Source: an optimization exercise on an open RTL-to-GDS flow (aim: small area, a short achievable clock period and few clock cycles). Production flows keep margins and buffers that such runs may drop.
RTL that was checked went through simulation tests only; none was proved equivalent to the original.
Function not checked in run 2: the RTL went through the layout flow alone.
Power is estimated from default activity; no workload was simulated.

===== flow/design.v =====
module gt06_fsr (
    input  wire       clk,
    input  wire       rst,         
    input  wire       in_valid,
    input  wire [7:0] in_data,
    output wire       in_ready,
    input  wire [6:0] now_yy,
    input  wire [6:0] now_mo,
    input  wire [6:0] now_dd,
    input  wire [6:0] now_hh,
    input  wire [6:0] now_mi,
    input  wire [6:0] now_ss,
    output reg        out_valid,
    output reg  [7:0] out_data,
    output reg        out_last,
    output reg        out_rsp
);
    localparam N  = 260;         
    localparam M  = 10;          
    localparam K  = 4;           
    localparam NW = N / M;
    localparam NR = N / K;
    localparam Q  = 4;           
    localparam QB = 2;           
    localparam WA = 2;           
    localparam WB = 13;
    localparam RA = 5;           
    localparam RB = 13;
    function [7:0] bcd;
        input [6:0] v;
        reg [3:0] tens;
        reg [3:0] sub;
        begin
            if      (v >= 7'd90) begin tens = 4'd9; sub = 4'd10; end
            else if (v >= 7'd80) begin tens = 4'd8; sub = 4'd0;  end
            else if (v >= 7'd70) begin tens = 4'd7; sub = 4'd6;  end
            else if (v >= 7'd60) begin tens = 4'd6; sub = 4'd12; end
            else if (v >= 7'd50) begin tens = 4'd5; sub = 4'd2;  end
            else if (v >= 7'd40) begin tens = 4'd4; sub = 4'd8;  end
            else if (v >= 7'd30) begin tens = 4'd3; sub = 4'd14; end
            else if (v >= 7'd20) begin tens = 4'd2; sub = 4'd4;  end
            else if (v >= 7'd10) begin tens = 4'd1; sub = 4'd10; end
            else                 begin tens = 4'd0; sub = 4'd0;  end
            bcd = {tens, v[3:0] - sub};
        end
    endfunction
    function ack_id;
        input [7:0] p;
        begin
            case (p)
                8'h01, 8'h13, 8'h22, 8'h26, 8'h27,
                8'h28, 8'h2A, 8'hA0, 8'hA1, 8'hA4: ack_id = 1'b1;
                default:                            ack_id = 1'b0;
            endcase
        end
    endfunction
    function [15:0] crc_byte;
        input [15:0] c;
        input [7:0]  d;
        integer k;
        reg [15:0] r;
        begin
            r = c ^ {8'h00, d};
            for (k = 0; k < 8; k = k + 1)
                r = r[0] ? ((r >> 1) ^ 16'h8408) : (r >> 1);
            crc_byte = r;
        end
    endfunction
    reg        in_ready_r;
    reg        iq_v;
    reg  [7:0] iq_d;
    assign in_ready = in_ready_r;
    wire acc = in_valid & in_ready_r;
    reg [8*Q-1:0] wq;            
    reg [QB-1:0] wq_hd, wq_tl;
    reg [Q-1:0]  wq_th;          
    wire         wq_ne   = wq_th[0];
    wire         wq_full = wq_th[Q-1];
    reg        s_hunt, s_lenm, s_body;   
    reg        s_prev78;
    reg [8:0]  s_cnt;        
    reg        s_first;      
    reg        s_tc;         
    reg        s_len0;
    reg        s_pend5;      
    reg [5:0]  spill;        
    reg [41:0] tm;           
    reg  s_cnt1, s_cnt2;     
    wire b78    = (iq_d == 8'h78);
    wire tc_start  = iq_v && s_body && s_cnt1 && s_tc;
    reg        spill_on;     
    wire spill_psh = spill_on && !wq_full;
    reg        hold_r;       
    reg  [7:0] tmb;          
    wire tc_next   = s_body && s_tc && !s_first && (iq_v ? s_cnt2 : s_cnt1);
    wire push   = spill_psh || (iq_v && (s_lenm || s_body));
    wire [7:0] push_d = spill_on ? tmb : iq_d;
    wire frame_end = iq_v && s_body && s_cnt1;
    wire th_le_qm3 = !wq_th[Q-3];
    wire th_le_qm2 = !wq_th[Q-2];
    wire th_le_qm1 = !wq_th[Q-1];
    reg  room_ok;
    always @(*) begin
        case ({push, pop})
            2'b10:   room_ok = acc ? th_le_qm3 : th_le_qm2;
            2'b01:   room_ok = acc ? th_le_qm1 : 1'b1;
            default: room_ok = acc ? th_le_qm2 : th_le_qm1;
        endcase
    end
    wire commit = (frame_end && !s_len0) || (iq_v && s_hunt && s_pend5);
    reg [8*N-1:0] ring;
    reg [3:0]     wl;            
    reg [WA-1:0]  wa;
    reg [WB-1:0]  wb;
    reg [1:0]     rl;            
    reg [RA-1:0]  ra;
    reg [RB-1:0]  rb;
    reg [8:0]     occ;           
    reg           full_r;        
    reg           ne_r;          
    wire pop = wq_ne && (wl == 4'd0) && !full_r;
    wire [7:0] wdata = wq[8*wq_hd +: 8];
    wire ring_ok = (rl == 2'd0) && ne_r;
    wire rd;                     
    reg [7:0] rd_mux;
    integer j;
    always @(*) begin
        rd_mux = 8'h00;
        for (j = 0; j < NR; j = j + 1)
            if (ra[j / RB] && rb[j % RB]) rd_mux = rd_mux | ring[8*K*j +: 8];
    end
    genvar g;
    generate
        for (g = 0; g < N; g = g + 1) begin : slot
            if (g % M == 0) begin : wp
                always @(posedge clk)
                    ring[8*g +: 8] <= (pop && wa[g / M / WB] && wb[g / M % WB]) ? wdata
                                    : ring[8*((g+N-1)%N) +: 8];
            end else begin : sh
                always @(posedge clk)
                    ring[8*g +: 8] <= ring[8*(g-1) +: 8];
            end
        end
    endgenerate
    localparam FS_IDLE = 2'd0, FS_H1 = 2'd1, FS_BODY = 2'd2, FS_RSP = 2'd3;
    reg [1:0] f_state;
    reg [8:0] fg;                
    reg [3:0] ridx;              
    reg       rsp_tc;
    reg [7:0] pid_r, s0_r, s1_r;
    reg [8:0] len5_r;            
    reg       pid_8a, pid_ack;
    reg [7:0] fpend;             
    reg       fp_nz;
    reg       i_v, i_ring, i_crch, i_crcl, i_last, i_rsp, i_crc, i_init;
    reg       i_len, i_pid, i_body;
    reg [7:0] i_imm;
    reg [1:0] nf_state;
    reg       f_start;
    reg       n_rsp_tc;
    reg       w_ring;            
    wire last_body = (fg == len5_r);
    wire has_rsp   = (len5_r != 9'd5) && (pid_8a || pid_ack);
    always @(*) begin
        i_v = 1'b0; i_ring = 1'b0; i_crch = 1'b0; i_crcl = 1'b0;
        i_last = 1'b0; i_rsp = 1'b0; i_crc = 1'b0; i_init = 1'b0;
        i_len = 1'b0; i_pid = 1'b0; i_body = 1'b0;
        i_imm = 8'h78;
        nf_state = f_state;
        f_start = 1'b0;
        n_rsp_tc = rsp_tc;
        case (f_state)
            FS_IDLE: begin
                if (fp_nz) begin
                    i_v = 1'b1;
                    f_start = 1'b1;
                    nf_state = FS_H1;
                end
            end
            FS_H1: begin
                i_v = 1'b1;
                nf_state = FS_BODY;
            end
            FS_BODY: begin
                i_ring = 1'b1; i_body = 1'b1;
                i_len = (fg == 9'd3);
                i_pid = (fg == 9'd4);
                if (ring_ok) begin
                    i_v = 1'b1;
                    if (last_body) begin
                        i_last = 1'b1;
                        n_rsp_tc = pid_8a;
                        nf_state = has_rsp ? FS_RSP : FS_IDLE;
                    end
                end
            end
            default: begin
                i_rsp = 1'b1;
                i_v   = 1'b1;
                if (rsp_tc) begin
                    case (ridx)
                        4'd0:  begin i_imm = 8'h78; i_init = 1'b1; end
                        4'd1:  i_imm = 8'h78;
                        4'd2:  begin i_imm = 8'h0B; i_crc = 1'b1; end
                        4'd3:  begin i_imm = 8'h8A; i_crc = 1'b1; end
                        4'd4, 4'd5, 4'd6, 4'd7, 4'd8, 4'd9: begin
                            i_v = ring_ok; i_ring = 1'b1; i_crc = 1'b1;
                        end
                        4'd10: begin i_imm = s0_r; i_crc = 1'b1; end
                        4'd11: begin i_imm = s1_r; i_crc = 1'b1; end
                        4'd12: i_crch = 1'b1;
                        4'd13: i_crcl = 1'b1;
                        4'd14: i_imm = 8'h0D;
                        default: begin i_imm = 8'h0A; i_last = 1'b1; end
                    endcase
                end else begin
                    case (ridx)
                        4'd0:  begin i_imm = 8'h78; i_init = 1'b1; end
                        4'd1:  i_imm = 8'h78;
                        4'd2:  begin i_imm = 8'h05; i_crc = 1'b1; end
                        4'd3:  begin i_imm = pid_r; i_crc = 1'b1; end
                        4'd4:  begin i_imm = s0_r; i_crc = 1'b1; end
                        4'd5:  begin i_imm = s1_r; i_crc = 1'b1; end
                        4'd6:  i_crch = 1'b1;
                        4'd7:  i_crcl = 1'b1;
                        4'd8:  i_imm = 8'h0D;
                        default: begin i_imm = 8'h0A; i_last = 1'b1; end
                    endcase
                end
                if (i_v && i_last) nf_state = FS_IDLE;
            end
        endcase
    end
    assign rd = w_ring && ring_ok;
    wire [3:0] n_ridx = (f_state != FS_RSP) ? 4'd0 : (i_v ? ridx + 4'd1 : ridx);
    wire n_w_ring = (nf_state == FS_BODY) ||
                    (nf_state == FS_RSP && n_rsp_tc &&
                     n_ridx >= 4'd4 && n_ridx <= 4'd9);
    reg        q_v, q_ring, q_crch, q_crcl, q_last, q_rsp, q_crc, q_init;
    reg        q_len, q_pid, q_body;
    reg [7:0]  q_imm;
    reg [8:0]  q_fg5;            
    reg [7:0]  rd_q;
    reg [15:0] crc;
    reg        cap_s1;           
    wire [15:0] crc_o = ~crc;
    wire [7:0] cdn = q_ring ? rd_q : q_imm;
    wire [7:0] odn = q_crch ? crc_o[15:8] :
                     q_crcl ? crc_o[7:0] : cdn;
    wire       q_bb = q_v && q_body;
    wire       is_s0 = q_bb && (q_len ? (rd_q == 8'h03) : (q_fg5 == len5_r));
    integer qi;
    always @(posedge clk) begin
        rd_q     <= rd_mux;
        out_data <= odn;
        out_last <= q_last;
        out_rsp  <= q_rsp;
        iq_d     <= in_data;
        if (!hold_r)
            tm <= {now_yy, now_mo, now_dd, now_hh, now_mi, now_ss};
        else if (spill_psh)
            tm <= {tm[34:0], 7'd0};
        tmb <= spill_psh ? bcd(tm[34:28]) : bcd(tm[41:35]);
        if (push) wq[8*wq_tl +: 8] <= push_d;
        if (iq_v && s_lenm) begin
            s_cnt   <= {1'b0, iq_d} + 9'd2;
            s_cnt1  <= 1'b0;
            s_cnt2  <= (iq_d == 8'h00);
            s_len0  <= (iq_d == 8'h00);
            s_first <= 1'b1;
        end
        if (iq_v && s_body) begin
            s_first <= 1'b0;
            s_cnt   <= s_cnt - 9'd1;
            s_cnt1  <= s_cnt2;
            s_cnt2  <= (s_cnt == 9'd3);
        end
        if (iq_v && s_body && s_first) s_tc <= (iq_d == 8'h8A) && !s_len0;
        q_ring <= i_ring; q_crch <= i_crch; q_crcl <= i_crcl;
        q_last <= i_last; q_rsp <= i_rsp; q_crc <= i_crc & i_v;
        q_init <= i_init & i_v;
        q_len <= i_len; q_pid <= i_pid; q_body <= i_body;
        q_imm <= i_imm; q_fg5 <= fg + 9'd5;
        if (q_init) crc <= 16'hFFFF;
        else if (q_crc) crc <= crc_byte(crc, cdn);
        if (q_bb && q_len) begin
            len5_r <= {1'b0, rd_q} + 9'd5;
        end
        if (q_bb && q_pid) begin
            pid_r   <= rd_q;
            pid_8a  <= (rd_q == 8'h8A);
            pid_ack <= ack_id(rd_q);
        end
        if (f_start) begin
            s0_r   <= 8'h78;
            s1_r   <= 8'h78;
            cap_s1 <= 1'b0;
        end else if (q_bb) begin
            if (is_s0) s0_r <= rd_q;
            if (cap_s1 || (q_len && rd_q == 8'h02)) s1_r <= rd_q;
            cap_s1 <= is_s0;
        end
        rsp_tc <= n_rsp_tc;
        ridx   <= n_ridx;
        if (f_state == FS_H1) fg <= 9'd3;
        else if (rd && f_state == FS_BODY) fg <= fg + 9'd1;
        if (rst) begin
            in_ready_r <= 1'b1;
            iq_v      <= 1'b0;
            s_hunt    <= 1'b1;
            s_lenm    <= 1'b0;
            s_body    <= 1'b0;
            s_prev78  <= 1'b0;
            s_pend5   <= 1'b0;
            spill     <= 6'd0;
            spill_on  <= 1'b0;
            hold_r    <= 1'b0;
            w_ring    <= 1'b0;
            wq_hd     <= 0;
            wq_tl     <= 0;
            wq_th     <= 0;
            wl        <= 4'd0;
            wa        <= 1;
            wb        <= 1;
            rl        <= 2'd3;
            ra        <= 1 << (RA - 1);
            rb        <= 1 << (RB - 1);
            occ       <= 9'd0;
            full_r    <= 1'b0;
            ne_r      <= 1'b0;
            f_state   <= FS_IDLE;
            fpend     <= 8'd0;
            fp_nz     <= 1'b0;
            len5_r    <= 9'd0;
            q_v       <= 1'b0;
            out_valid <= 1'b0;
        end else begin
            iq_v <= acc;
            if (iq_v) begin
                if (s_hunt) begin
                    if (s_pend5) s_pend5 <= 1'b0;
                    if (s_prev78 && b78) begin
                        s_hunt   <= 1'b0;
                        s_lenm   <= 1'b1;
                        s_prev78 <= 1'b0;
                    end else begin
                        s_prev78 <= b78;
                    end
                end
                if (s_lenm) begin
                    s_lenm  <= 1'b0;
                    s_body  <= 1'b1;
                end
                if (s_body) begin
                    if (s_cnt1) begin
                        s_body  <= 1'b0;
                        s_hunt  <= 1'b1;
                        s_pend5 <= s_len0;
                    end
                end
            end
            hold_r <= (acc && tc_next) || tc_start ||
                      (spill_on && !(spill[0] && spill_psh));
            spill_on <= tc_start || (spill_on && !(spill[0] && spill_psh));
            if (tc_start)       spill <= 6'b100000;
            else if (spill_psh) spill <= spill >> 1;
            if (push) wq_tl <= (wq_tl == Q - 1) ? 0 : wq_tl + 1;
            if (pop)  wq_hd <= (wq_hd == Q - 1) ? 0 : wq_hd + 1;
            if (push && !pop)      wq_th <= {wq_th[Q-2:0], 1'b1};
            else if (pop && !push) wq_th <= {1'b0, wq_th[Q-1:1]};
            in_ready_r <= !(acc && tc_next) && !tc_start &&
                          (!spill_on || (spill[0] && spill_psh)) &&
                          room_ok;
            if (!pop) begin
                wl <= (wl == M - 1) ? 4'd0 : wl + 4'd1;
                if (wl == M - 1) begin
                    wb <= {wb[WB-2:0], wb[WB-1]};
                    if (wb[WB-1]) wa <= {wa[WA-2:0], wa[WA-1]};
                end
            end
            if (!rd) begin
                rl <= rl + 2'd1;
                if (rl == 2'd3) begin
                    rb <= {rb[RB-2:0], rb[RB-1]};
                    if (rb[RB-1]) ra <= {ra[RA-2:0], ra[RA-1]};
                end
            end
            if (pop && !rd)      occ <= occ + 9'd1;
            else if (rd && !pop) occ <= occ - 9'd1;
            full_r <= (pop && !rd && occ == N - 1) || (full_r && !rd);
            ne_r   <= pop || (ne_r && !(rd && occ == 9'd1));
            f_state <= nf_state;
            if (commit && !f_start)      fpend <= fpend + 8'd1;
            else if (f_start && !commit) fpend <= fpend - 8'd1;
            if (commit && !f_start)      fp_nz <= 1'b1;
            else if (f_start && !commit) fp_nz <= (fpend != 8'd1);
            w_ring <= n_w_ring;
            q_v       <= i_v;
            out_valid <= q_v;
        end
    end
endmodule

===== flow/flow/run.sh =====
#!/bin/bash
# Layout flow: the standard layout (standard.sh), with the input and
# output port buffers made of sky130_fd_sc_hd__buf_4 instead of the default
# (slow) delay-buffer cell. Every port keeps its buffer. Tool output goes to
# run_standard.log here; ORFS keeps its per-step logs under orfs/logs.
set -euo pipefail
export BUFFER_PORTS_ARGS="-buffer_cell sky130_fd_sc_hd__buf_4"
bash standard.sh > run_standard.log 2>&1

===== flow/standard.sh =====
#!/bin/bash
# synth_recipe.tcl (not shown) runs the flow's synth.tcl, then flattens the netlist and writes it again
# the make line also repeats each setting of config.mk as NAME=value (left out here)
make -C /OpenROAD-flow-scripts/flow DESIGN_CONFIG=/design/flow/config.mk WORK_HOME=/design/flow/orfs CLKGATE_MAP_FILE= SYNTH_SCRIPT=/design/flow/synth_recipe.tcl "${@:-finish}"

===== flow/config.mk =====
export PLATFORM = sky130hd
export DESIGN_NAME = gt06_fsr
export DESIGN_NICKNAME = gt06_fsr
export VERILOG_FILES = /design/flow/design.v
export SDC_FILE = /design/flow/constraint.sdc
export NUM_CORES = 4
export LEC_CHECK = 0
export CAP_MARGIN = 20
export CORE_MARGIN = 2
export CORE_UTILIZATION = 60
export CTS_BUF_LIST = sky130_fd_sc_hd__clkbuf_16
export CTS_CLUSTER_DIAMETER = 60
export CTS_CLUSTER_SIZE = 30
export SLEW_MARGIN = 20

===== flow/constraint.sdc =====
create_clock -name core_clock -period 10.0 [get_ports {clk}]
set_input_delay 2.0000 -clock core_clock [delete_from_list [all_inputs] [get_ports {clk}]]
set_output_delay 2.0000 -clock core_clock [all_outputs]
set_load 0.01 [all_outputs]

==> summary.md, run 1 <==
| Metric | Value |
|---|---|
| Layout area overhead | `9.99%` |
| Worst skew pair latency | `0.77 ns` |
| Worst path slowest cell | `nor2b_1` |
| Final setup fails | `0` |
| DRT Wirelength | `130 mm` |
| Top_reg_cell synth | `dfxtp_1` |
| TritonCTS clock tree | `yes` |
| GP Congestion | `0.816` |
| Post-layout util | `0.664` |
| Synth area leaders | `dfxtp_1 75%, edfxtp_1 4.7%, nand2_1 2.3%` |
| Data arrival, critical path | `4.01 ns` |
| Synthesized area | `0.0614 mm^2` |
| Metal2 WL | `56.3 mm` |
| # Max-Cap Violations | `0` |
| Die height | `324 um` |
| Cts bufs inserted | `136` |
| DR WL met3 | `7.50 mm` |
| Vias/cell | `5.29` |
| DRT iter0 DRCs | `2531` |
| Post-DP HPWL | `77.3 mm` |
| Deepest level of the CTS H-tree | `4` |
| Async S/R FF share, synth | `0` |
| Worst Tran Pin Value | `1.11 ns` |
| Worst-path clk slew | `0.09 ns` |
| Number of synthesized flops with an enable pin | `97` |
| Initial antenna violation count | `5` |
| Relative slew slack | `0.257` |
| Area leader, netlist | `dfxtp_1` |
| Die area | `0.105 mm^2` |
| Fin. max-slew vios | `0` |
| Post-cts hold buffer count | `0` |
| CTS sink count | `2382` |
| Power density over the cells | `237 mW/mm^2` |
| Fmax | `297 MHz` |
| Metal-1 WL | `62.2 mm` |
| Largest net degree at the start of global routing | `85` |
| CP max stage delay | `0.90 ns` |
| Syn_nets | `4609` |
| CP max FO | `33` |
| Worst min path class | `reg2reg` |
| Yosys reg bits | `2382` |
| Worst setup SP type | `flop` |
| Die width | `324 um` |
| RSZ-0062 raised after global routing | `false` |
| Final setup TNS | `0 ns` |
| Final Hold Viols | `0` |
| Cell internal pwr | `12.5 mW` |
| Post-synth cell types | `89` |
| Post-synth top area share | `0.746` |
| Total gr overflow | `0` |
| Sequential share of the synthesized area | `0.793` |
| Via count | `31800` |
| CP bufs+invs | `2` |
| Worst Skew | `0.0367 ns` |
| Tcrit/Tclk final | `0.336` |
| Row Count | `117` |
| Core Area | `0.102 mm^2` |
| Initial Utilization | `0.604` |
| Post-Synthesis Cells | `4522` |
| Most common cell on crit path | `nor2_1` |
| IO Pins | `65` |
| Leakage Power | `26.1 nW` |
| Avg Synthesized Cell Area | `13.6 um^2` |
| Ordered cell list for the critical path | `nor2b_1 > nor2_1 > inv_1 > buf_4 > ha_1 > a221oi_1 > a21oi_1 > nor2_1 > nor2_1` |
| Most frequent cells in the layout | `2271 x dfxtp_1, 378 x nand2_1, 253 x o21ai_0` |
| Yosys warning count | `1` |
| Flop pwr share | `0.606` |
| CP Capture Type | `flop` |
| Top sig layer | `met5` |
| First-pass GRT wire length | `191 mm` |
| Clock tree buffer depth | `3` |
| Sw Ratio | `0.217` |
| Post-CTS setup buffer count | `0` |
| DR pass1 iterations | `8` |
| Total GRT Usage | `0.249` |
| WL per Instance | `21.6 um` |
| PortBufs | `64` |
| Routed Antenna Nets | `0` |
| Combinational Power Share | `0.016` |
| Post_cts resized | `0` |
| Layout cells sized above 1 | `0.0931` |
| Period minus WS final | `3.36 ns` |
| Worst vdd ir | `0.192 mV` |
| Outcome | `finished clean` |
| DRC Markers | `0` |
| Commonest non-fill, non-tap cell in the layout | `dfxtp_1` |
| Worst Path Required | `10.65 ns` |
| Clock root buffer | `clkbuf_16` |
| Setup CP Type | `reg2reg` |
| Number of nets in the layout | `4634` |
| Sw Pwr | `3.46 mW` |
| Final instance area | `0.0675 mm^2` |
| Delay-heaviest family, CP | `simple AND/OR/NAND/NOR gates` |
| Placed inst area | `0.0629 mm^2` |
| Clock power share | `0.379` |
| Vias in the first global route | `30100` |
==> kinds of logic after synthesis <==
family	synth area share
muxes	0.0191
and+or+nand+nor	0.0616
AOI/OAI and AO/OA	0.0865
xor gates and xnor gates	0.0133
DFF	0.793
adders and majority gates	0.00734
buffers and inverters	0.0190
==> flip-flops by register name, indices dropped and copies added, names as in the netlist, 9 cells and up <==
name	cells
crc	16
fg	9
len5_r	9
occ	9
q_fg5	9
rb	13
ring	2080
s_cnt	9
tm	42
wb	13
wq	32
==> through the flow <==
step | setup slack (ns) | instances | hold WS (ns) | power [mW]
3_5_place_dp | 6.31 | 5777 | 0.312 | 10.1
6_report | 6.64 | 6021 | 0.304 | 16.0
3_3_place_gp | 6.34 | 5777 | 0.310 | 10.1
4_1_cts | 6.66 | 6019 | 0.304 | 16.1
2_1_floorplan | 7.09 | 4522 | 0.310 | 10.0
5_1_grt | 6.36 | 6019 | 0.305 | 16.5
==> per-layer routing <==
metal,vias to the layer above,GRT usage
li1,15400,-
met1,15500,0.360
met2,726,0.374
met3,200,0.0507
met4,2,0.0862
met5,-,0
==> synthesized netlist by cell type (41+ instances only) <==
library cell / number
inv_1: 74
mux2i_1: 53
o21ai_0: 253
xnor2_1: 55
nor2_1: 144
nand3_1: 82
nand2_1: 379
clkbuf_1: 137
a22o_1: 49
mux2_2: 41
o22ai_1: 44
edfxtp_1: 97
a21oi_1: 142
a22oi_1: 161
dfxtp_1: 2285
==> final timing paths <==
check / startpoint / to / slack (ns) / cells after the start
max: spill_on$_SDFF_PP0_ / in_ready_r$_SDFF_PP1_ / 6.64 / 9
min: ring[1560]$_DFF_P_ / ring[1568]$_DFF_P_ / 0.30 / 0
max reg2reg: spill_on$_SDFF_PP0_ / in_ready_r$_SDFF_PP1_ / 6.64 / 9
min reg2reg: ring[1560]$_DFF_P_ / ring[1568]$_DFF_P_ / 0.30 / 0
==> power groups by stage <==
stage / sequential (mW) / combinational, mW / clock, mW
finish: 9.67 / 0.248 / 6.05
global route: 9.68 / 0.270 / 6.51
CTS: 9.67 / 0.248 / 6.16
detailed placement: 9.89 / 0.248 / 0
global placement: 9.89 / 0.246 / 0
floorplan: 9.86 / 0.167 / 0
==> worst reg2reg max path: cells and delay by family, from the launching register on <==
family	cells	cell delay (ns)
compound gates	2	0.30
fa+ha+maj	1	0.42
buf+inv	2	0.49
flops	1	0.69
simple gates	4	1.35
==> area by class of cell <==
class / instances / area [um^2]
sequential: 2382 / 48700
fill: 7537 / 34100
multi-input combinational: 1855 / 11500
clock buffer: 139 / 3480
tap: 1368 / 1710
clock inverter: 103 / 1090
timing repair buffer: 91 / 683
inverter: 81 / 305
antenna: 2 / 5.00
Testbench counts, summed over its fixed seeds: cycles 38,265.
==> inputs of run 2 (changes only) <==
--- a/flow/design.v
+++ b/flow/design.v
@@ -22,3 +22,3 @@
     localparam NR = N / K;
-    localparam Q  = 4;           
+    localparam Q  = 3;           
     localparam QB = 2;           
@@ -85,3 +85,3 @@
     reg        s_pend5;      
-    reg [5:0]  spill;        
+    reg [2:0]  spill;        
     reg [41:0] tm;           
@@ -93,6 +93,6 @@
     reg        hold_r;       
-    reg  [7:0] tmb;          
     wire tc_next   = s_body && s_tc && !s_first && (iq_v ? s_cnt2 : s_cnt1);
     wire push   = spill_psh || (iq_v && (s_lenm || s_body));
-    wire [7:0] push_d = spill_on ? tmb : iq_d;
+    wire [7:0] push_d = spill_on ? bcd(tm[41:35]) : iq_d;
+    wire       spill_1 = (spill == 3'd1);
     wire frame_end = iq_v && s_body && s_cnt1;
@@ -146,3 +146,4 @@
     reg [1:0] f_state;
-    reg [8:0] fg;                
+    reg [1:0] bcnt;              
+    reg [8:0] rem;               
     reg [3:0] ridx;              
@@ -150,8 +151,8 @@
     reg [7:0] pid_r, s0_r, s1_r;
-    reg [8:0] len5_r;            
+    reg       len_nz, len3, len4;    
     reg       pid_8a, pid_ack;
-    reg [7:0] fpend;             
+    reg [6:0] fpend;             
     reg       fp_nz;
     reg       i_v, i_ring, i_crch, i_crcl, i_last, i_rsp, i_crc, i_init;
-    reg       i_len, i_pid, i_body;
+    reg       i_len, i_pid, i_body, i_s0, i_s1;
     reg [7:0] i_imm;
@@ -161,4 +162,4 @@
     reg       w_ring;            
-    wire last_body = (fg == len5_r);
-    wire has_rsp   = (len5_r != 9'd5) && (pid_8a || pid_ack);
+    wire last_body = bcnt[1] && (rem == 9'd1);
+    wire has_rsp   = len_nz && (pid_8a || pid_ack);
     always @(*) begin
@@ -166,3 +167,3 @@
         i_last = 1'b0; i_rsp = 1'b0; i_crc = 1'b0; i_init = 1'b0;
-        i_len = 1'b0; i_pid = 1'b0; i_body = 1'b0;
+        i_len = 1'b0; i_pid = 1'b0; i_body = 1'b0; i_s0 = 1'b0; i_s1 = 1'b0;
         i_imm = 8'h78;
@@ -185,4 +186,6 @@
                 i_ring = 1'b1; i_body = 1'b1;
-                i_len = (fg == 9'd3);
-                i_pid = (fg == 9'd4);
+                i_len = (bcnt == 2'd0);
+                i_pid = (bcnt == 2'd1);
+                i_s0  = bcnt[1] && (rem == 9'd6);
+                i_s1  = bcnt[1] && (rem == 9'd5);
                 if (ring_ok) begin
@@ -241,6 +244,5 @@
     reg [7:0]  q_imm;
-    reg [8:0]  q_fg5;            
+    reg        q_s0, q_s1;
     reg [7:0]  rd_q;
     reg [15:0] crc;
-    reg        cap_s1;           
     wire [15:0] crc_o = ~crc;
@@ -250,3 +252,5 @@
     wire       q_bb = q_v && q_body;
-    wire       is_s0 = q_bb && (q_len ? (rd_q == 8'h03) : (q_fg5 == len5_r));
+    wire       rd_body = rd && (f_state == FS_BODY);
+    wire       is_s0 = q_bb && ((q_len && rd_q == 8'h03) || (q_pid && len4) || q_s0);
+    wire       is_s1 = q_bb && ((q_len && rd_q == 8'h02) || (q_pid && len3) || q_s1);
     integer qi;
@@ -262,3 +266,2 @@
             tm <= {tm[34:0], 7'd0};
-        tmb <= spill_psh ? bcd(tm[34:28]) : bcd(tm[41:35]);
         if (push) wq[8*wq_tl +: 8] <= push_d;
@@ -282,3 +285,3 @@
         q_len <= i_len; q_pid <= i_pid; q_body <= i_body;
-        q_imm <= i_imm; q_fg5 <= fg + 9'd5;
+        q_imm <= i_imm; q_s0 <= i_s0; q_s1 <= i_s1;
         if (q_init) crc <= 16'hFFFF;
@@ -286,3 +289,8 @@
         if (q_bb && q_len) begin
-            len5_r <= {1'b0, rd_q} + 9'd5;
+            len_nz <= (rd_q != 8'h00);
+            len3   <= (rd_q == 8'h03);
+            len4   <= (rd_q == 8'h04);
+            rem    <= {1'b0, rd_q} + (rd_body ? 9'd1 : 9'd2);
+        end else if (rd_body && bcnt != 2'd0) begin
+            rem    <= rem - 9'd1;
         end
@@ -294,9 +302,7 @@
         if (f_start) begin
-            s0_r   <= 8'h78;
-            s1_r   <= 8'h78;
-            cap_s1 <= 1'b0;
-        end else if (q_bb) begin
+            s0_r <= 8'h78;
+            s1_r <= 8'h78;
+        end else begin
             if (is_s0) s0_r <= rd_q;
-            if (cap_s1 || (q_len && rd_q == 8'h02)) s1_r <= rd_q;
-            cap_s1 <= is_s0;
+            if (is_s1) s1_r <= rd_q;
         end
@@ -304,4 +310,4 @@
         ridx   <= n_ridx;
-        if (f_state == FS_H1) fg <= 9'd3;
-        else if (rd && f_state == FS_BODY) fg <= fg + 9'd1;
+        if (f_state == FS_H1) bcnt <= 2'd0;
+        else if (rd_body && !bcnt[1]) bcnt <= bcnt + 2'd1;
         if (rst) begin
@@ -314,3 +320,3 @@
             s_pend5   <= 1'b0;
-            spill     <= 6'd0;
+            spill     <= 3'd0;
             spill_on  <= 1'b0;
@@ -331,5 +337,4 @@
             f_state   <= FS_IDLE;
-            fpend     <= 8'd0;
+            fpend     <= 7'd0;
             fp_nz     <= 1'b0;
-            len5_r    <= 9'd0;
             q_v       <= 1'b0;
@@ -362,6 +367,6 @@
             hold_r <= (acc && tc_next) || tc_start ||
-                      (spill_on && !(spill[0] && spill_psh));
-            spill_on <= tc_start || (spill_on && !(spill[0] && spill_psh));
-            if (tc_start)       spill <= 6'b100000;
-            else if (spill_psh) spill <= spill >> 1;
+                      (spill_on && !(spill_1 && spill_psh));
+            spill_on <= tc_start || (spill_on && !(spill_1 && spill_psh));
+            if (tc_start)       spill <= 3'd6;
+            else if (spill_psh) spill <= spill - 3'd1;
             if (push) wq_tl <= (wq_tl == Q - 1) ? 0 : wq_tl + 1;
@@ -371,3 +376,3 @@
             in_ready_r <= !(acc && tc_next) && !tc_start &&
-                          (!spill_on || (spill[0] && spill_psh)) &&
+                          (!spill_on || (spill_1 && spill_psh)) &&
                           room_ok;
@@ -392,6 +397,6 @@
             f_state <= nf_state;
-            if (commit && !f_start)      fpend <= fpend + 8'd1;
-            else if (f_start && !commit) fpend <= fpend - 8'd1;
+            if (commit && !f_start)      fpend <= fpend + 7'd1;
+            else if (f_start && !commit) fpend <= fpend - 7'd1;
             if (commit && !f_start)      fp_nz <= 1'b1;
-            else if (f_start && !commit) fp_nz <= (fpend != 8'd1);
+            else if (f_start && !commit) fp_nz <= (fpend != 7'd1);
             w_ring <= n_w_ring;
--- a/flow/config.mk
+++ b/flow/config.mk
@@ -9,6 +9,6 @@
 export CORE_MARGIN = 2
-export CORE_UTILIZATION = 60
+export CORE_UTILIZATION = 65
 export CTS_BUF_LIST = sky130_fd_sc_hd__clkbuf_16
-export CTS_CLUSTER_DIAMETER = 60
-export CTS_CLUSTER_SIZE = 30
+export CTS_CLUSTER_DIAMETER = 50
+export CTS_CLUSTER_SIZE = 35
 export SLEW_MARGIN = 20
==> summary.md, run 2 <==
| Metric | Value |
|---|---|
| Outcome | `finished clean` |
| Post-DP HPWL | `72.7 mm` |
| Sw Ratio | `0.216` |
| Combinational Power Share | `0.013` |
| Top_reg_cell synth | `dfxtp_1` |
| Clock tree buffer depth | `3` |
| GP Congestion | `0.776` |
| Area leader, netlist | `dfxtp_1` |
| Setup CP Type | `reg2out` |
| Post-CTS setup buffer count | `0` |
| Post-synth top area share | `0.749` |
| Syn_nets | `4459` |
| Post-synth cell types | `78` |
| CP max stage delay | `0.35 ns` |
| Initial antenna violation count | `1` |
| Die area | `0.0948 mm^2` |
| Clock power share | `0.395` |
| Number of synthesized flops with an enable pin | `101` |
| TritonCTS clock tree | `yes` |
| Regs by FF count | `ring x2080, tm x42, wq x24` |
| XOR/XNOR Fraction of Synth Area | `0.0114` |
| Yosys reg bits | `2349` |
| DRT Wirelength | `124 mm` |
| Avg Synthesized Cell Area | `13.7 um^2` |
| Final Hold Viols | `0` |
| Die width | `308 um` |
| PortBufs | `64` |
| CP bufs+invs | `1` |
| Synth area leaders | `dfxtp_1 75%, edfxtp_1 5.1%, nand2_1 2.3%` |
| Layout area overhead | `10.5%` |
| Routed Antenna Nets | `0` |
| Synth Area in Compound Gates | `0.0803` |
| Top cell types by occurrence after synthesis | `2248 x dfxtp_1, 372 x nand2_1, 251 x o21ai_0, 158 x a22oi_1, 137 x nor2_1` |
| CP max FO | `3` |
| Relative slew slack | `0.221` |
| Initial Utilization | `0.655` |
| Data arrival, critical path | `1.21 ns` |
| Worst-path clk slew | `0.10 ns` |
| Sw Pwr | `3.46 mW` |
| DRT iter0 DRCs | `2985` |
| Worst setup SP type | `flop` |
| Post-Synthesis Cells | `4372` |
| Post-cts hold buffer count | `0` |
| Placed Cells | `5460` |
| Power density over the cells | `241 mW/mm^2` |
| Largest net degree at the start of global routing | `82` |
| Max FFs per register | `2080` |
| Layout cells sized above 1 | `0.101` |
| Worst path slowest cell | `dfxtp_1` |
| # Max-Cap Violations | `0` |
| Leakage Power | `25.9 nW` |
| Clock root buffer | `clkbuf_16` |
| Worst Skew | `0.0537 ns` |
| CTS sink count | `2349` |
| Ordered cell list for the critical path | `buf_4` |
| Period minus WS final | `3.21 ns` |
| Row Count | `111` |
| Most flops, register | `ring` |
| Number of nets in the layout | `4506` |
| Via count | `30800` |
| Total GRT Usage | `0.263` |
| Post_cts resized | `0` |
| Fillers | `6134` |
| Commonest non-fill, non-tap cell in the layout | `dfxtp_1` |
| Post-Synth Simple-Gate Area | `0.0637` |
| Cell internal pwr | `12.5 mW` |
| Fmax | `312 MHz` |
| Final setup fails | `0` |
| Most frequent cells in the layout | `2229 x dfxtp_1, 371 x nand2_1, 251 x o21ai_0` |
| WL per Instance | `21.8 um` |
| Worst skew pair latency | `0.77 ns` |
| Mux share of post-synthesis cell area | `0.0171` |
| Worst vdd ir | `0.199 mV` |
| Non-Filler Instances | `5715` |
| CP Capture Type | `output port` |
| Vias/cell | `5.40` |
| IO Pins | `65` |
| Synth Area in Adders | `0.00750` |
| Synthesized area | `0.0601 mm^2` |
| Yosys warning count | `1` |
| Vias in the first global route | `29700` |
| Worst Tran Pin Value | `1.17 ns` |
| Largest family of logic cells by synthesized area | `compound AO/OA/AOI/OAI gates` |
| DRC Markers | `0` |
| First-pass GRT wire length | `184 mm` |
| Flop pwr share | `0.592` |
| Delay-heaviest family, CP | `flip-flops` |
| Worst min path class | `reg2reg` |
| Total gr overflow | `0` |
| Worst Path Required | `8.00 ns` |
| Deepest level of the CTS H-tree | `4` |
| RSZ-0062 raised after global routing | `false` |
| Cts bufs inserted | `143` |
| Fin. max-slew vios | `0` |
| Most common cell in the netlist | `dfxtp_1` |
| Final setup TNS | `0 ns` |
| Core Area | `0.0917 mm^2` |
| Async S/R FF share, synth | `0` |
| Tcrit/Tclk final | `0.321` |
| Sequential share of the synthesized area | `0.800` |
| DR pass1 iterations | `6` |
| Die height | `308 um` |
## run 2: cell count changes after synthesis, moves of 13 or more
cell / previous run / this run
buf_6: 3 / 24
xnor2_1: 55 / 41
a22o_1: 49 / 71
a31oi_1: 19 / 6
buf_2: 32 / 9
dfxtp_1: 2285 / 2248
nand3_1: 82 / 95
a21oi_1: 142 / 121
o22ai_1: 44 / 29
## run 2: cell type report
| class | count | area (um^2) | area share |
|---|---|---|---|
| timing repair buffer | 94 | 706 | 0.0106 |
| clock inverter | 109 | 1320 | 0.0198 |
| inverter | 69 | 259 | 0.00390 |
| clock buffer | 145 | 3630 | 0.0547 |
| multi-input combinational | 1762 | 10900 | 0.164 |
| tap | 1186 | 1480 | 0.0224 |
| antenna | 1 | 2.50 | 0.0000377 |
| sequential | 2349 | 48100 | 0.725 |
## run 2: final timing paths
path | startpoint | endpoint | slack, ns | depth (start not counted)
worst max-delay path | in_ready_r$_SDFF_PP1_ | in_ready | 6.79 | 1
worst min-delay path | ring[1872]$_DFF_P_ | ring[1880]$_DFF_P_ | 0.30 | 0
worst max register to register | fp_nz$_SDFFE_PP0P_ | fpend[5]$_SDFFE_PP0P_ | 6.88 | 9
worst min register to register | ring[1872]$_DFF_P_ | ring[1880]$_DFF_P_ | 0.30 | 0
## run 2: layer usage
layer,share of wire,track usage
met5,0,0
met4,0.030,0.0942
met3,0.059,0.0461
met2,0.44,0.402
met1,0.47,0.381
## run 2: stage by stage
step / cell area, um^2 / setup WS [ns] / hold slack, ns / total power [mW] / utilization
after floorplan: 60100 / 7.01 / 0.310 / 9.82 / -
after global routing: 66300 / 6.51 / 0.310 / 16.5 / 0.724
after CTS: 66300 / 6.73 / 0.296 / 16.1 / 0.724
final: 66300 / 6.79 / 0.299 / 16.0 / 0.724
after detailed placement: 61400 / 6.71 / 0.312 / 9.91 / 0.670
after global placement: 61400 / 6.68 / 0.309 / 9.90 / 0.670
## run 2: cell families (layout without fill, tap and decap cells)
kind of cell	Yosys count	count (layout)
AOI/OAI and AO/OA	743	743
xor gates and xnor gates	75	75
adders and majority gates	35	35
buffers and inverters	261	417
DFF	2349	2349
muxes	98	98
other	0	1
and+or+nand+nor	811	811
## run 2: power by group through the flow
stage	sequential [mW]	combinational [mW]	clock (mW)
2_1_floorplan	9.68	0.137	0
3_3_place_gp	9.70	0.200	0
3_5_place_dp	9.71	0.202	0
4_1_cts	9.49	0.203	6.42
5_1_grt	9.49	0.221	6.76
6_report	9.49	0.204	6.32
==> inputs of run 3 (changes only) <==
--- a/flow/design.v
+++ b/flow/design.v
@@ -94,3 +94,6 @@
     wire tc_next   = s_body && s_tc && !s_first && (iq_v ? s_cnt2 : s_cnt1);
-    wire push   = spill_psh || (iq_v && (s_lenm || s_body));
+    reg        iq_st;
+    wire push   = spill_psh || iq_st;
+    wire n_store = iq_v ? ((s_hunt && s_prev78 && b78) || s_lenm || (s_body && !s_cnt1))
+                        : (s_lenm || s_body);
     wire [7:0] push_d = spill_on ? bcd(tm[41:35]) : iq_d;
@@ -153,4 +156,4 @@
     reg       pid_8a, pid_ack;
-    reg [6:0] fpend;             
-    reg       fp_nz;
+    reg [6:0] f_cc, f_sc;        
+    wire      fp_nz = (f_cc != f_sc);
     reg       i_v, i_ring, i_crch, i_crcl, i_last, i_rsp, i_crc, i_init;
@@ -337,4 +340,5 @@
             f_state   <= FS_IDLE;
-            fpend     <= 7'd0;
-            fp_nz     <= 1'b0;
+            f_cc      <= 7'd0;
+            f_sc      <= 7'd0;
+            iq_st     <= 1'b0;
             q_v       <= 1'b0;
@@ -342,3 +346,4 @@
         end else begin
-            iq_v <= acc;
+            iq_v  <= acc;
+            iq_st <= acc && n_store;
             if (iq_v) begin
@@ -397,6 +402,4 @@
             f_state <= nf_state;
-            if (commit && !f_start)      fpend <= fpend + 7'd1;
-            else if (f_start && !commit) fpend <= fpend - 7'd1;
-            if (commit && !f_start)      fp_nz <= 1'b1;
-            else if (f_start && !commit) fp_nz <= (fpend != 7'd1);
+            if (commit)  f_cc <= f_cc + 7'd1;
+            if (f_start) f_sc <= f_sc + 7'd1;
             w_ring <= n_w_ring;
==> flow/flow/run.sh (replaced) <==
#!/bin/bash
# Layout flow: the standard layout (standard.sh) with two changes to how
# the layout is optimised; the constraints (constraint.sdc) are unchanged.
#  - the input and output port buffers are sky130_fd_sc_hd__buf_4 cells
#    instead of the default delay-buffer cell (every port keeps a buffer);
#  - timing repair aims for a larger setup slack than the 10 ns clock needs.
# Tool output goes to run_standard.log here; ORFS keeps its per-step logs
# under orfs/logs.
set -euo pipefail
export BUFFER_PORTS_ARGS="-buffer_cell sky130_fd_sc_hd__buf_4"
export SETUP_SLACK_MARGIN=6.9
bash standard.sh > run_standard.log 2>&1
--- a/flow/config.mk
+++ b/flow/config.mk
@@ -9,6 +9,6 @@
 export CORE_MARGIN = 2
-export CORE_UTILIZATION = 65
+export CORE_UTILIZATION = 60
 export CTS_BUF_LIST = sky130_fd_sc_hd__clkbuf_16
-export CTS_CLUSTER_DIAMETER = 50
-export CTS_CLUSTER_SIZE = 35
+export CTS_CLUSTER_DIAMETER = 60
+export CTS_CLUSTER_SIZE = 30
 export SLEW_MARGIN = 20
==> summary.md, run 3 <==
| Metric | Value |
|---|---|
| Outcome | `finished clean` |
| Yosys warning count | `1` |
| WL per Instance | `22.1 um` |
| Reg2Reg Capture Point | `ring[1122]$_DFF_P_` |
| Hold Path Stages | `0` |
| Synth area leaders | `dfxtp_1 75%, edfxtp_1 5.1%, nand2_1 2.2%` |
| RSZ-0062 raised after global routing | `true` |
| Fmax | `313 MHz` |
| Leakage Power | `25.7 nW` |
| Die width | `320 um` |
| Routed Antenna Nets | `0` |
| DRT Wirelength | `130 mm` |
| Largest net degree at the start of global routing | `82` |
| # Max-Cap Violations | `0` |
| TritonCTS clock tree | `yes` |
| Deepest level of the CTS H-tree | `4` |
| Fillers | `7345` |
| Regs by FF count | `ring x2080, tm x42, wq x24` |
| Initial antenna violation count | `4` |
| DRC Markers | `0` |
| CP max FO | `1` |
| Via count | `31300` |
| Tcrit/Tclk final | `0.319` |
| Crit Reg-Reg Startpoint | `wl[0]$_SDFFE_PP0N_` |
| Most common cell in the netlist | `dfxtp_1` |
| Max FFs per register | `2080` |
| Initial Utilization | `0.602` |
| Synthesized area | `0.0601 mm^2` |
| Vias in the first global route | `29700` |
| Final setup TNS | `0 ns` |
| Power density over the cells | `244 mW/mm^2` |
| First-pass GRT wire length | `192 mm` |
| Worst Skew | `0.0458 ns` |
| Number of nets in the layout | `4544` |
| Layout area overhead | `11.1%` |
| Setup CP Type | `reg2out` |
| Ordered cell list for the critical path | `buf_6` |
| PortBufs | `64` |
| GP Congestion | `0.781` |
| Vias/cell | `5.34` |
| Layout cells sized above 1 | `0.102` |
| Worst-path clk slew | `0.09 ns` |
| Die height | `320 um` |
| Worst skew pair latency | `0.77 ns` |
| Data arrival, critical path | `1.19 ns` |
| CP max stage delay | `0.32 ns` |
| Area leader, netlist | `dfxtp_1` |
| Delay-heaviest family, CP | `flip-flops` |
| CP Capture Type | `output port` |
| Setup crit start | `out_data[6]$_DFF_P_` |
| Worst Tran Pin Value | `1.11 ns` |
| Post-synth top area share | `0.752` |
| Core Area | `0.0997 mm^2` |
| CTS sink count | `2356` |
| Total gr overflow | `0` |
| Post-cts hold buffer count | `0` |
| Worst vdd ir | `0.204 mV` |
| Clock root buffer | `clkbuf_16` |
| Top_reg_cell synth | `dfxtp_1` |
| Yosys reg bits | `2356` |
| Cts bufs inserted | `134` |
| Die area | `0.103 mm^2` |
| Top cell types by occurrence after synthesis | `2255 x dfxtp_1, 351 x nand2_1, 188 x o21ai_0, 160 x nor2_1, 146 x clkbuf_1` |
| Hold-critical path endpoint | `ring[1474]$_DFF_P_` |
| DR pass1 iterations | `6` |
| Commonest non-fill, non-tap cell in the layout | `dfxtp_1` |
| Fin. max-slew vios | `0` |
| Avg Synthesized Cell Area | `13.6 um^2` |
| Clock tree buffer depth | `3` |
| Relative slew slack | `0.256` |
| Async S/R FF share, synth | `0` |
| Row Count | `116` |
| Worst path slowest cell | `dfxtp_2` |
| Syn_nets | `4504` |
| Final setup fails | `0` |
| Sequential share of the synthesized area | `0.802` |
| R2R setup slack | `6.96 ns` |
| Total GRT Usage | `0.254` |
| Worst Path Required | `8.00 ns` |
| Post-Synthesis Cells | `4419` |
| Worst min path class | `reg2reg` |
| Tot Pwr | `16.3 mW` |
| Hold Startpoint | `ring[1466]$_DFF_P_` |
| Period minus WS final | `3.19 ns` |
| Most flops, register | `ring` |
| R2R depth | `7` |
| IO Pins | `65` |
| Post-DP HPWL | `75.7 mm` |
| CP bufs+invs | `1` |
| Worst setup SP type | `flop` |
| Number of synthesized flops with an enable pin | `101` |
| Post-synth cell types | `84` |
| Final Hold Viols | `0` |
| Most frequent cells in the layout | `2224 x dfxtp_1, 345 x nand2_1, 187 x o21ai_0` |
| DRT iter0 DRCs | `2557` |
==> run 3: cell count changes after synthesis, moves of 21 or more <==
cell and change:
nand2_1 -21, nand3_1 +31, nor2_1 +23, o21ai_0 -63
buf_6 -22, o21ai_1 +55
==> run 3: layout make-up <==
type,instances,area (um^2),area share
diodes,1,2.50,0.0000375
inverters,66,251,0.00377
clock buffers,141,3530,0.0529
multi-input cells,1801,10900,0.164
repair buffers,100,816,0.0122
flip-flops and latches,2356,48200,0.723
well taps,1298,1620,0.0243
clock inverters,107,1320,0.0198
==> run 3: worst max-delay path by stage <==
stage | end | slack (ns) | depth (start not counted)
final | out_data[6] | 6.81 | 1
after global routing | ring[1686]$_DFF_P_ | 6.73 | 7
after CTS | in_ready | 6.75 | 1
after detailed placement | spill[0]$_SDFFE_PP0P_ | 6.69 | 3
after global placement | spill[0]$_SDFFE_PP0P_ | 6.72 | 3
after floorplan | f_cc[0]$_SDFFE_PP0P_ | 7.00 | 4
==> run 3: logic make-up after synthesis <==
| group | synth area share |
|---|---|
| compound gates | 0.0795 |
| xor+xnor | 0.0121 |
| fa+ha+maj | 0.00708 |
| buf+inv | 0.0171 |
| flops | 0.802 |
| mux | 0.0169 |
| simple gates | 0.0651 |
==> run 3: routing by layer <==
layer,vias up,GRT usage,share of wire
li1,15100,-,-
met1,15300,0.375,0.48
met2,789,0.388,0.44
met3,151,0.0448,0.056
met4,2,0.0668,0.020
met5,-,0,0.00010
==> run 3: what timing repair did <==
action / CTS / global route
cloned: 0 / 0
pin swaps: 0 / 0
setup endpoints to repair: 13 / 85
setup buffers: 1 / 0
gates resized for setup: 20 / 13
==> run 3: where the power goes <==
group          switching, mW  internal [mW]
clock                   3.21           3.10
combinational          0.215          0.159
sequential            0.0885           9.51
total                   3.52           12.8
==> run 3: per-stage QoR <==
| step | instances | instance area, um^2 | setup slack [ns] | hold WS [ns] | util |
|---|---|---|---|---|---|
| floorplan | 4419 | 60100 | 7.00 | 0.310 | - |
| global placement | 5619 | 61700 | 6.72 | 0.310 | 0.619 |
| detailed placement | 5619 | 61700 | 6.69 | 0.312 | 0.619 |
| CTS | 5868 | 66600 | 6.75 | 0.306 | 0.668 |
| global route | 5869 | 66700 | 6.73 | 0.308 | 0.669 |
| finish | 5870 | 66700 | 6.81 | 0.300 | 0.669 |
Testbench counts of run 3, summed over its fixed seeds: cycles 38,273.
==> inputs of run 4 (changes only) <==
--- a/flow/config.mk
+++ b/flow/config.mk
@@ -9,6 +9,6 @@
 export CORE_MARGIN = 2
-export CORE_UTILIZATION = 60
-export CTS_BUF_LIST = sky130_fd_sc_hd__clkbuf_16
-export CTS_CLUSTER_DIAMETER = 60
-export CTS_CLUSTER_SIZE = 30
+export CORE_UTILIZATION = 65
+export CTS_BUF_LIST = sky130_fd_sc_hd__clkbuf_8
+export CTS_CLUSTER_DIAMETER = 45
+export CTS_CLUSTER_SIZE = 16
 export SLEW_MARGIN = 20
==> summary.md, run 4 <==
| Metric | Value |
|---|---|
| WL per Instance | `22.0 um` |
| Die width | `308 um` |
| TritonCTS clock tree | `yes` |
| Clock root buffer | `clkbuf_8` |
| CP bufs+invs | `1` |
| R2R depth | `8` |
| Synth area leaders | `dfxtp_1 75%, edfxtp_1 5.1%, nand2_1 2.2%` |
| GP Congestion | `0.823` |
| Data arrival, critical path | `1.32 ns` |
| Post-cts hold buffer count | `0` |
| Commonest non-fill, non-tap cell in the layout | `dfxtp_1` |
| DRC Markers | `0` |
| Synthesized area | `0.0601 mm^2` |
| Post-layout util | `0.710` |
| Largest net degree at the start of global routing | `82` |
| Most flops, register | `ring` |
| Layout cells sized above 1 | `0.105` |
| Number of nets in the layout | `4593` |
| Initial antenna violation count | `6` |
| Worst Tran Pin Value | `1.05 ns` |
| Post-Synthesis Cells | `4419` |
| Most frequent cells in the layout | `2226 x dfxtp_1, 344 x nand2_1, 198 x clkbuf_8` |
| Row Count | `111` |
| Setup crit start | `in_ready_r$_SDFF_PP1_` |
| Via count | `31300` |
| DRT iter0 DRCs | `2879` |
| Period minus WS final | `3.32 ns` |
| PortBufs | `64` |
| DR pass1 iterations | `5` |
| Worst path slowest cell | `dfxtp_2` |
| Layout area overhead | `8.44%` |
| Yosys reg bits | `2356` |
| Clock tree buffer depth | `3` |
| Async S/R FF share, synth | `0` |
| Crit Reg-Reg Startpoint | `ridx[0]$_DFF_P_` |
| RSZ-0062 raised after global routing | `true` |
| Worst Skew | `0.0339 ns` |
| Worst vdd ir | `0.166 mV` |
| Reg2Reg Capture Point | `w_ring$_SDFF_PP0_` |
| Post-synth top area share | `0.752` |
| Top cell types by occurrence after synthesis | `2255 x dfxtp_1, 351 x nand2_1, 188 x o21ai_0, 160 x nor2_1, 146 x clkbuf_1` |
| Die area | `0.0948 mm^2` |
| Delay-heaviest family, CP | `flip-flops` |
| Tcrit/Tclk final | `0.332` |
| Total gr overflow | `0` |
| Final setup TNS | `0 ns` |
| CP max FO | `2` |
| Post-DP HPWL | `75.4 mm` |
| # Max-Cap Violations | `0` |
| Die height | `308 um` |
| Deepest level of the CTS H-tree | `4` |
| Relative slew slack | `0.298` |
| Yosys warning count | `1` |
| Top_reg_cell synth | `dfxtp_1` |
| Regs by FF count | `ring x2080, tm x42, wq x24` |
| IO Pins | `65` |
| CP Capture Type | `output port` |
| Power density over the cells | `230 mW/mm^2` |
| Worst-path clk slew | `0.09 ns` |
| R2R setup slack | `7.15 ns` |
| Setup crit end | `in_ready` |
| Avg Synthesized Cell Area | `13.6 um^2` |
| Number of synthesized flops with an enable pin | `101` |
| CTS sink count | `2356` |
| Worst Path Required | `8.00 ns` |
| Setup CP Type | `reg2out` |
| Sequential share of the synthesized area | `0.802` |
| Placed Cells | `5506` |
| Vias/cell | `5.43` |
| Final setup fails | `0` |
| Total GRT Usage | `0.268` |
| Worst skew pair latency | `0.89 ns` |
| First-pass GRT wire length | `186 mm` |
| Area leader, netlist | `dfxtp_1` |
| Non-Filler Instances | `5772` |
| Cts bufs inserted | `183` |
| Fin. max-slew vios | `0` |
| Vias in the first global route | `30100` |
| Ordered cell list for the critical path | `buf_6` |
| Outcome | `finished clean` |
| Critical path depth in cells | `1` |
| Initial Utilization | `0.655` |
| Worst setup SP type | `flop` |
| DRT Wirelength | `127 mm` |
| Final Hold Viols | `0` |
| Routed Antenna Nets | `0` |
| Leakage Power | `25.1 nW` |
| Core Area | `0.0917 mm^2` |
| Tot Pwr | `14.9 mW` |
| Post-synth cell types | `84` |
| Syn_nets | `4504` |
| Worst min path class | `reg2reg` |
| CP max stage delay | `0.34 ns` |
| Most common cell in the netlist | `dfxtp_1` |
| Fmax | `301 MHz` |
| Max FFs per register | `2080` |
run 4: cell counts after synthesis:
No cell type changed its count.
run 4: metal layers:
metal / up-vias / GRT usage / wire length (um)
met5: - / 0 / 0
met4: 0 / 0.0946 / 3710
met3: 228 / 0.0617 / 9230
met2: 955 / 0.408 / 55500
met1: 15100 / 0.380 / 58600
li1: 15100 / - / -
run 4: how the worst min path moves through the flow:
stage,from,depth (start not counted),end,slack [ns]
6_report,ring[824]$_DFF_P_,0,ring[832]$_DFF_P_,0.31
5_1_grt,ring[625]$_DFF_P_,0,ring[633]$_DFF_P_,0.32
4_1_cts,ring[203]$_DFF_P_,0,ring[211]$_DFF_P_,0.31
3_5_place_dp,ring[1213]$_DFF_P_,0,ring[1221]$_DFF_P_,0.31
3_3_place_gp,ring[502]$_DFF_P_,0,ring[510]$_DFF_P_,0.31
2_1_floorplan,q_last$_DFF_P_,0,out_last$_DFF_P_,0.31
run 4: area by class of cell:
class                      count  area [um^2]
antenna                        2         5.00
clock buffer                 198         2730
clock inverter                63          673
fill                        6404        26500
inverter                      66          248
multi-input combinational   1801        11000
sequential                  2356        48200
tap                         1186         1480
timing repair buffer         100          803
run 4: cell families (layout without fill, tap and decap cells):
logic type,Yosys count,count (layout),synth area share
AO/OA/AOI/OAI,738,738,0.0795
XOR/XNOR,83,83,0.0121
adder cells (fa/ha/maj),33,33,0.00708
buffers and inverters,262,427,0.0171
flip-flops,2356,2356,0.802
multiplexers,97,97,0.0169
other,0,2,0
AND/OR/NAND/NOR,850,850,0.0651
run 4: timing repair:
action,in CTS,in global routing
pin swaps,0,1
setup buffers,0,2
gates resized for setup,17,21
endpoints found under the setup margin,21,94
run 4: through the flow:
stage	hold slack (ns)	cell area [um^2]	setup WS, ns
global placement	0.309	61600	6.70
detailed placement	0.312	61600	6.71
floorplan	0.310	60100	7.00
CTS	0.305	65000	6.58
finish	0.310	65100	6.68
global route	0.320	65100	6.61
run 4: power by group:
part	internal, mW	switching [mW]
combinational	0.160	0.216
sequential	9.51	0.0833
clock	2.06	2.91
==> inputs of run 5 (changes only) <==
==> flow/config.mk (replaced) <==
export PLATFORM = sky130hd
export DESIGN_NAME = gt06_fsr
export DESIGN_NICKNAME = gt06_fsr
export VERILOG_FILES = /design/flow/design.v
export SDC_FILE = /design/flow/constraint.sdc
export NUM_CORES = 4
export LEC_CHECK = 0
export CAP_MARGIN = 5
export CORE_MARGIN = 2
export CORE_UTILIZATION = 70
export CTS_BUF_LIST = sky130_fd_sc_hd__clkbuf_8 sky130_fd_sc_hd__clkbuf_16
export CTS_CLUSTER_DIAMETER = 50
export CTS_CLUSTER_SIZE = 20
export SLEW_MARGIN = 5
==> summary.md, run 5 <==
| Metric | Value |
|---|---|
| Commonest non-fill, non-tap cell in the layout | `dfxtp_1` |
| Total GRT Usage | `0.293` |
| Clock root buffer | `clkbuf_16` |
| CP bufs+invs | `1` |
| CP max FO | `1` |
| DR pass1 iterations | `6` |
| Worst skew pair latency | `0.76 ns` |
| Avg Synthesized Cell Area | `13.6 um^2` |
| Number of synthesized flops with an enable pin | `101` |
| Yosys warning count | `1` |
| Fillers | `5136` |
| Sw Ratio | `0.209` |
| Worst setup SP type | `flop` |
| Leakage Power | `25.6 nW` |
| Most flops, register | `ring` |
| Post-layout util | `0.779` |
| Regs by FF count | `ring x2080, tm x42, wq x24` |
| Syn_nets | `4504` |
| CP max stage delay | `0.33 ns` |
| Delay-heaviest family, CP | `flip-flops` |
| Tcrit/Tclk final | `0.318` |
| Cts bufs inserted | `151` |
| WL per Instance | `22.8 um` |
| Clock tree buffer depth | `3` |
| Vias in the first global route | `31100` |
| Post-DP HPWL | `74.9 mm` |
| Vias/cell | `5.60` |
| Most common cell in the netlist | `dfxtp_1` |
| # Max-Cap Violations | `0` |
| Data arrival, critical path | `1.18 ns` |
| Relative slew slack | `0.164` |
| Fin. max-slew vios | `0` |
| CP Capture Type | `output port` |
| Placed inst area | `0.0615 mm^2` |
| Sw Pwr | `3.37 mW` |
| RSZ-0062 raised after global routing | `true` |
| DRT iter0 DRCs | `2876` |
| Via count | `31800` |
| Yosys reg bits | `2356` |
| Most frequent cells in the layout | `2225 x dfxtp_1, 344 x nand2_1, 187 x o21ai_0` |
| Max FFs per register | `2080` |
| Worst min path class | `reg2reg` |
| Fmax | `315 MHz` |
| Layout area overhead | `10.5%` |
| Placed Cells | `5465` |
| Total gr overflow | `0` |
| Deepest level of the CTS H-tree | `4` |
| Final Hold Viols | `0` |
| Largest net degree at the start of global routing | `82` |
| Post-Synthesis Cells | `4419` |
| Synth area leaders | `dfxtp_1 75%, edfxtp_1 5.1%, nand2_1 2.2%` |
| DRT Wirelength | `130 mm` |
| Final instance area | `0.0663 mm^2` |
| Row Count | `107` |
| Area leader, netlist | `dfxtp_1` |
| Worst path slowest cell | `dfxtp_2` |
| Sequential share of the synthesized area | `0.802` |
| Clock power share | `0.383` |
| Die width | `297 um` |
| IO Pins | `65` |
| Worst Path Required | `8.00 ns` |
| Synthesized area | `0.0601 mm^2` |
| Cell internal pwr | `12.8 mW` |
| GP Congestion | `0.836` |
| Setup CP Type | `reg2out` |
| Die area | `0.0881 mm^2` |
| Top_reg_cell synth | `dfxtp_1` |
| DRC Markers | `0` |
| Initial Utilization | `0.705` |
| Worst-path clk slew | `0.07 ns` |
| TritonCTS clock tree | `yes` |
| Core Area | `0.0851 mm^2` |
| Final setup fails | `0` |
| Post-synth top area share | `0.752` |
| Post-synth cell types | `84` |
| Worst Skew | `0.0376 ns` |
| Routed Antenna Nets | `0` |
| Initial antenna violation count | `4` |
| PortBufs | `64` |
| Number of nets in the layout | `4562` |
| Power density over the cells | `244 mW/mm^2` |
| Async S/R FF share, synth | `0` |
| Combinational Power Share | `0.024` |
| CTS sink count | `2356` |
| Final setup TNS | `0 ns` |
| Period minus WS final | `3.18 ns` |
| Layout cells sized above 1 | `0.0969` |
| Outcome | `finished clean` |
| First-pass GRT wire length | `193 mm` |
| Die height | `297 um` |
| Worst Tran Pin Value | `1.24 ns` |
| Worst vdd ir | `0.193 mV` |
| Top cell types by occurrence after synthesis | `2255 x dfxtp_1, 351 x nand2_1, 188 x o21ai_0, 160 x nor2_1, 146 x clkbuf_1` |
| Non-Filler Instances | `5685` |
| Ordered cell list for the critical path | `buf_6` |
| Flop pwr share | `0.593` |
## run 5: cells by family after synthesis
logic type | synth area share
DFF | 0.802
muxes | 0.0169
AOI/OAI and AO/OA | 0.0795
buffers and inverters | 0.0171
and+or+nand+nor | 0.0651
xor gates and xnor gates | 0.0121
adders and majority gates | 0.00708
## run 5: timing repair
item / CTS / global route
pin swaps: 0 / 1
buffers inserted: 1 / 2
gates resized for setup: 20 / 14
endpoints found under the setup margin: 15 / 74
hold buffers: 0 / 0
## run 5: layout make-up
type | count | area [um^2] | share of cell area
flip-flops and latches | 2356 | 48200 | 0.727
multi-input cells | 1801 | 10900 | 0.165
clock buffers | 163 | 4010 | 0.0605
well taps | 1144 | 1430 | 0.0216
repair buffers | 101 | 803 | 0.0121
clock inverters | 53 | 673 | 0.0101
inverters | 66 | 251 | 0.00379
diodes | 1 | 2.50 | 0.0000377
## run 5: power by group through the flow
stage	clock network [mW]	logic [mW]	registers, mW
finish	6.20	0.385	9.59
global route	6.59	0.420	9.60
CTS	6.27	0.382	9.59
detailed placement	0	0.375	9.81
global placement	0	0.369	9.81
floorplan	0	0.275	9.77
## run 5: path summary, 6_finish.rpt
check,cells past startpoint,slack [ns],to,from
worst max register to register,7,7.04,ring[1922]$_DFF_P_,wl[0]$_SDFFE_PP0N_
worst min-delay path,0,0.31,ring[1817]$_DFF_P_,ring[1809]$_DFF_P_
worst max-delay path,1,6.82,out_data[6],out_data[6]$_DFF_P_
worst min register to register,0,0.31,ring[1817]$_DFF_P_,ring[1809]$_DFF_P_
## run 5: metrics by stage
stage | power (mW) | hold WS (ns) | worst slack [ns]
final | 16.2 | 0.314 | 6.82
after global routing | 16.6 | 0.327 | 6.77
after CTS | 16.2 | 0.313 | 6.79
after detailed placement | 10.2 | 0.312 | 6.71
after global placement | 10.2 | 0.310 | 6.74
after floorplan | 10.0 | 0.310 | 7.00
## run 5: per-layer routing
layer	up-vias	track usage	part of all wire
met3	208	0.0572	0.062
met4	4	0.0960	0.028
met1	15700	0.406	0.45
met5	-	0.00866	0.00098
met2	935	0.467	0.46
li1	15000	-	-
==> inputs of run 6 (changes only) <==
--- a/flow/config.mk
+++ b/flow/config.mk
@@ -7,5 +7,5 @@
 export LEC_CHECK = 0
-export CAP_MARGIN = 5
+export CAP_MARGIN = 20
 export CORE_MARGIN = 2
-export CORE_UTILIZATION = 70
+export CORE_UTILIZATION = 65
 export CTS_BUF_LIST = sky130_fd_sc_hd__clkbuf_8 sky130_fd_sc_hd__clkbuf_16
@@ -13,2 +13,2 @@
 export CTS_CLUSTER_SIZE = 20
-export SLEW_MARGIN = 5
+export SLEW_MARGIN = 20
==> summary.md, run 6 <==
| Metric | Value |
|---|---|
| Cts bufs inserted | `154` |
| Sw Ratio | `0.206` |
| Top cell types by occurrence after synthesis | `2255 x dfxtp_1, 351 x nand2_1, 188 x o21ai_0, 160 x nor2_1, 146 x clkbuf_1` |
| DRC Markers | `0` |
| Post-cts hold buffer count | `0` |
| Total gr overflow | `0` |
| Setup CP Type | `reg2out` |
| Clock power share | `0.378` |
| Combinational Power Share | `0.023` |
| Most flops, register | `ring` |
| Synth area leaders | `dfxtp_1 75%, edfxtp_1 5.1%, nand2_1 2.2%` |
| Regs by FF count | `ring x2080, tm x42, wq x24` |
| # diodes | `0` |
| Post-layout util | `0.723` |
| Initial Utilization | `0.655` |
| Top_reg_cell synth | `dfxtp_1` |
| Synth Area in Adders | `0.00708` |
| Vias in the first global route | `30200` |
| FF/Latch Area | `0.0482 mm^2` |
| Die height | `308 um` |
| Worst Path Required | `8.00 ns` |
| Multi-input gate area | `0.0109 mm^2` |
| XOR/XNOR Fraction of Synth Area | `0.0121` |
| Max FFs per register | `2080` |
| Period minus WS final | `3.17 ns` |
| DRT Wirelength | `128 mm` |
| WL per Instance | `22.3 um` |
| CP Capture Type | `output port` |
| Ordered cell list for the critical path | `buf_6` |
| Layout cells sized above 1 | `0.0950` |
| Synthesized area | `0.0601 mm^2` |
| Relative slew slack | `0.302` |
| Delay-heaviest family, CP | `flip-flops` |
| Post-DP HPWL | `75.4 mm` |
| Async S/R FF share, synth | `0` |
| Post-synth top area share | `0.752` |
| Sw Pwr | `3.30 mW` |
| CP max FO | `2` |
| CP bufs+invs | `1` |
| Initial antenna violation count | `2` |
| Setup crit start | `in_ready_r$_SDFF_PP1_` |
| Number of synthesized flops with an enable pin | `101` |
| Synth Area in Compound Gates | `0.0795` |
| Non-Filler Instances | `5725` |
| Largest family of logic cells by synthesized area | `compound AO/OA/AOI/OAI gates` |
| Yosys reg bits | `2356` |
| Vias/cell | `5.47` |
| Most common cell in the netlist | `dfxtp_1` |
| Layout area overhead | `10.3%` |
| Routed Antenna Nets | `0` |
| Number of nets in the layout | `4564` |
| Post-Synth Simple-Gate Area | `0.0651` |
| DRT iter0 DRCs | `2655` |
| Hold Startpoint | `ring[466]$_DFF_P_` |
| DR pass1 iterations | `7` |
| Fmax | `315 MHz` |
| Worst setup SP type | `flop` |
| Mux share of post-synthesis cell area | `0.0169` |
| Avg Synthesized Cell Area | `13.6 um^2` |
| Commonest non-fill, non-tap cell in the layout | `dfxtp_1` |
| Row Count | `111` |
| Worst min path class | `reg2reg` |
| Outcome | `finished clean` |
| Core Area | `0.0917 mm^2` |
| PortBufs | `64` |
| Final Hold Viols | `0` |
| Worst path slowest cell | `dfxtp_2` |
| Leakage Power | `25.6 nW` |
| Yosys warning count | `1` |
| Final setup TNS | `0 ns` |
| Worst-path clk slew | `0.07 ns` |
run 6: cell types whose count changed in the layout (fill, tap and decap cells not counted), sizes merged:
cell,delta
buf,-1
diode,-1
clkinvlp,+4
clkinv,-6
inv,+4
bufinv,-2
run 6: per-layer routing:
metal	wire length [um]	vias up	track usage
met5	0	-	0
met4	2980	0	0.0837
met2	57000	855	0.418
li1	-	15000	-
met3	7660	185	0.0468
met1	60100	15200	0.389
run 6: final cells by class:
type | instances | share of cell area
clock buffers | 163 | 0.0607
clock inverters | 53 | 0.00799
inverters | 66 | 0.00374
multi-input cells | 1801 | 0.165
flip-flops and latches | 2356 | 0.728
well taps | 1186 | 0.0224
repair buffers | 100 | 0.0121
run 6: worst paths after layout:
kind	endpoint	slack [ns]	cells past startpoint
max reg2reg	ring[1044]$_DFF_P_	6.92	7
min	ring[474]$_DFF_P_	0.30	0
min reg2reg	ring[474]$_DFF_P_	0.30	0
max	in_ready	6.83	1
run 6: power by group through the flow:
| stage | registers (mW) | logic [mW] | clock network [mW] |
|---|---|---|---|
| 6_report | 9.59 | 0.376 | 6.07 |
| 5_1_grt | 9.61 | 0.413 | 6.50 |
| 4_1_cts | 9.59 | 0.376 | 6.17 |
| 3_5_place_dp | 9.81 | 0.371 | 0 |
| 3_3_place_gp | 9.81 | 0.367 | 0 |
| 2_1_floorplan | 9.77 | 0.275 | 0 |
run 6: cell families (layout without fill, tap and decap cells):
family / Yosys count / after routing
AOI/OAI and AO/OA: 738 / 738
muxes: 97 / 97
xor gates and xnor gates: 83 / 83
DFF: 2356 / 2356
adders and majority gates: 33 / 33
buffers and inverters: 262 / 382
and+or+nand+nor: 850 / 850
run 6: metrics by stage:
step / setup WS [ns] / hold WS [ns] / power [mW] / instance area [um^2]
final: 6.83 / 0.302 / 16.0 / 66200
after global routing: 6.72 / 0.305 / 16.5 / 66200
after CTS: 6.75 / 0.300 / 16.1 / 66200
after detailed placement: 6.71 / 0.312 / 10.2 / 61600
after global placement: 6.70 / 0.309 / 10.2 / 61600
after floorplan: 7.00 / 0.310 / 10.0 / 60100
run 6: timing repair:
action / in CTS / in global routing
setup buffers: 0 / 2
pin swaps: 0 / 1
setup endpoints to repair: 17 / 69
gates cloned: 0 / 0
resized for setup: 16 / 14

## port drivers added, routing unchanged
The results above use ideal ports. As a check the final layouts listed here were re-extracted and re-timed, cells and wires unchanged.
Step 1: set_driving_cell puts a clkbuf_16 on clk and a buf_2 on each other input, an assumption about the parent block.
Step 2 also shifts input and output timing later by t, the mid clock arrival at the registers, as if the neighbouring blocks saw the same clock.
a / b / c = no drivers / after step 1 / after step 2; a / b = the first two.
| run | t (ns) | slack for setup (ns) |
|---|---|---|
| run 1 | 0.813 | 6.638 / 6.638 / 6.367 |
| run 2 | 0.807 | 6.792 / 6.725 / 6.699 |
| run 3 | 0.822 | 6.808 / 6.740 / 6.677 |
| run 4 | 0.927 | 6.680 / 6.618 / 6.668 |
| run 5 | 0.816 | 6.821 / 6.746 / 6.677 |
| run 6 | 0.803 | 6.828 / 6.760 / 6.680 |
After both steps setup and hold are still met in every run listed.
